This is an optimization exercise on Yosys and OpenROAD, whose aim is a short achievable clock period and few clock cycles, not a production implementation.
Only simulation tests tie the RTL to the original design; equivalence was not proved.
The clock input has no modelled driver; a real chip could not lean on it and would need a root buffer or a full tree.
Power figures rest on the tool's default switching activity, not on a simulated workload.

## wfb_core
module wfb_core (
    input  wire         clk,
    input  wire         rst,
    input  wire         cmd_valid,
    input  wire [127:0] cmd_data,
    output wire         cmd_ready,
    output reg  [2:0]   err,
    output reg          mem_req,
    output reg  [31:0]  mem_addr,
    input  wire         mem_gnt,
    input  wire         mem_rvalid,
    input  wire [15:0]  mem_rdata,
    output reg          ev_valid,
    input  wire         ev_ready,
    output reg  [2:0]   ev_op,
    output reg  [31:0]  ev_data
);
    localparam MIN_PULSE   = 16'd10;
    localparam DISSIPATION = 32'd12000;
    localparam DARK_TIME   = 16'd40;
    localparam CLEAR_TIME  = 16'd80;
    localparam EV_FSTART = 3'd0;
    localparam EV_FEND   = 3'd1;
    localparam EV_BUFWR  = 3'd2;
    localparam EV_SWITCH = 3'd3;
    localparam EV_COMMIT = 3'd4;
    localparam EV_FAST   = 3'd5;
    localparam EV_DWELL  = 3'd6;
    localparam ERR_NONE     = 3'd0;
    localparam ERR_BITDEPTH = 3'd1;
    localparam ERR_RECT     = 3'd3;
    localparam ERR_OPCODE   = 3'd4;
    localparam ERR_FRAME    = 3'd5;
    localparam OP_LUT   = 8'h01;
    localparam OP_IMAGE = 8'h02;
    localparam OP_SOLID = 8'h03;
    localparam OP_CLEAR = 8'h04;
    localparam C_IDLE = 2'd0;
    localparam C_CHK  = 2'd1;
    localparam C_GO   = 2'd2;
    localparam C_RUN  = 2'd3;
    localparam P_OFF   = 4'd0;
    localparam P_FS    = 4'd1;
    localparam P_IMG   = 4'd2;
    localparam P_NUL   = 4'd3;
    localparam P_SW1   = 4'd4;
    localparam P_FIL1  = 4'd5;
    localparam P_SW2   = 4'd6;
    localparam P_FIL2  = 4'd7;
    localparam P_COM   = 4'd8;
    localparam P_SCOM  = 4'd9;
    localparam P_DWL   = 4'd10;
    localparam P_FST   = 4'd11;
    localparam P_FLU   = 4'd12;
    localparam P_FE    = 4'd13;
    localparam P_DRAIN = 4'd14;
    reg [1:0]   cst;
    reg         rdy;
    reg [127:0] desc;
    assign cmd_ready = rdy;
    reg [8:0]  pr_xe;
    reg [6:0]  pr_ye;
    reg        pr_xhz, pr_yhz;
  ...
For scale: roughly 27,000 cells after synthesis, roughly 19,000 flip-flops, ~220 I/O pins.
export LEC_CHECK = 0
export CAP_MARGIN = 20
export CORE_MARGIN = 2
export CORE_UTILIZATION = 60
export SETUP_SLACK_MARGIN = 3.3
export SLEW_MARGIN = 20
create_clock -name core_clock -period 6.0 [get_ports {clk}]
standard.sh (not shown) runs the stock make flow with config.mk's settings and CLKGATE_MAP_FILE= SYNTH_SCRIPT=/design/flow/synth_recipe.tcl, a recipe that flattens the netlist after the stock synthesis.
==> flow/flow/run.sh <==
#!/bin/bash
# The standard layout, with the clock tree built by flow/cts_pre.tcl.
# make's output goes to flow_make.log; each ORFS step logs under orfs/logs.
set -euo pipefail
bash standard.sh PRE_CTS_TCL="$PWD/flow/cts_pre.tcl" finish > flow_make.log 2>&1
==> flow/flow/cts_pre.tcl <==
# Sourced by ORFS's CTS step before clock_tree_synthesis (PRE_CTS_TCL).
# 1. Each port's buffer gets a fixed drive strength (buf_4), and a
#    flip-flop that drives only an output port's buffer is moved next to
#    it (the detailed placement after CTS legalizes it).
source [file join [file dirname [info script]] tree.tcl]
rename clock_tree_synthesis ct_triton_cts
proc clock_tree_synthesis {args} {
  puts "custom clock tree in place of: clock_tree_synthesis $args"
  pull_output_flops sky130_fd_sc_hd__buf_4
  build_clock_tree 24 3 4 {8 6} 90
  set_propagated_clock [all_clocks]
}
Other scripts of this flow, unchanged in this note and not shown: flow/flow/tree.tcl
Testbench counts at the start, summed over its fixed seeds: cycles 54,450.
Next try:
--- a/flow/flow/cts_pre.tcl
+++ b/flow/flow/cts_pre.tcl
@@ -9,3 +9,3 @@
   pull_output_flops sky130_fd_sc_hd__buf_4
-  build_clock_tree 24 3 4 {8 6} 90
+  build_clock_tree 24 3 4 {8 6}
   set_propagated_clock [all_clocks]
Effect:
- The new run produced a clean layout
- total power goes down by 3.0%
- setup slack is worse by 0.024 ns
- via count hardly moves
- hold slack stays flat
- global-route usage barely changes
In every run of this note, the design's own scripts or RTL, not TritonCTS, make the clock network.

## what the ideal ports hide
In the flow no input, the clock included, has a driving cell. The finished layouts below were timed again as built, in two steps. Step 1: set_driving_cell puts a clkbuf_16 on clk and a buf_2 on each other input, an assumption about the parent block. Step 2 moves the port delays by t, midway between the first and last clock arrival at a register: inputs arrive t later, outputs are due t later. That takes back most of the time a late clock gives input paths. a / b / c = ideal ports / drivers / drivers and shift; a / b = the first two.
| run | t, ns | setup WS [ns] | latest minus earliest clock arrival (ns) | slew at the worst register clock pin (ns) |
|---|---|---|---|---|
| the first run | 1.216 | 3.104 / 3.049 / 2.731 | 0.145 / 0.146 | 0.10 / 0.10 |
| the second run | 1.240 | 3.080 / 3.013 / 2.640 | 0.184 / 0.183 | 0.12 / 0.12 |
After both steps every run listed still meets setup and hold. For the second run, which loses most, drivers alone change the setup slack by -0.067 ns; drivers and shift together by -0.440 ns.
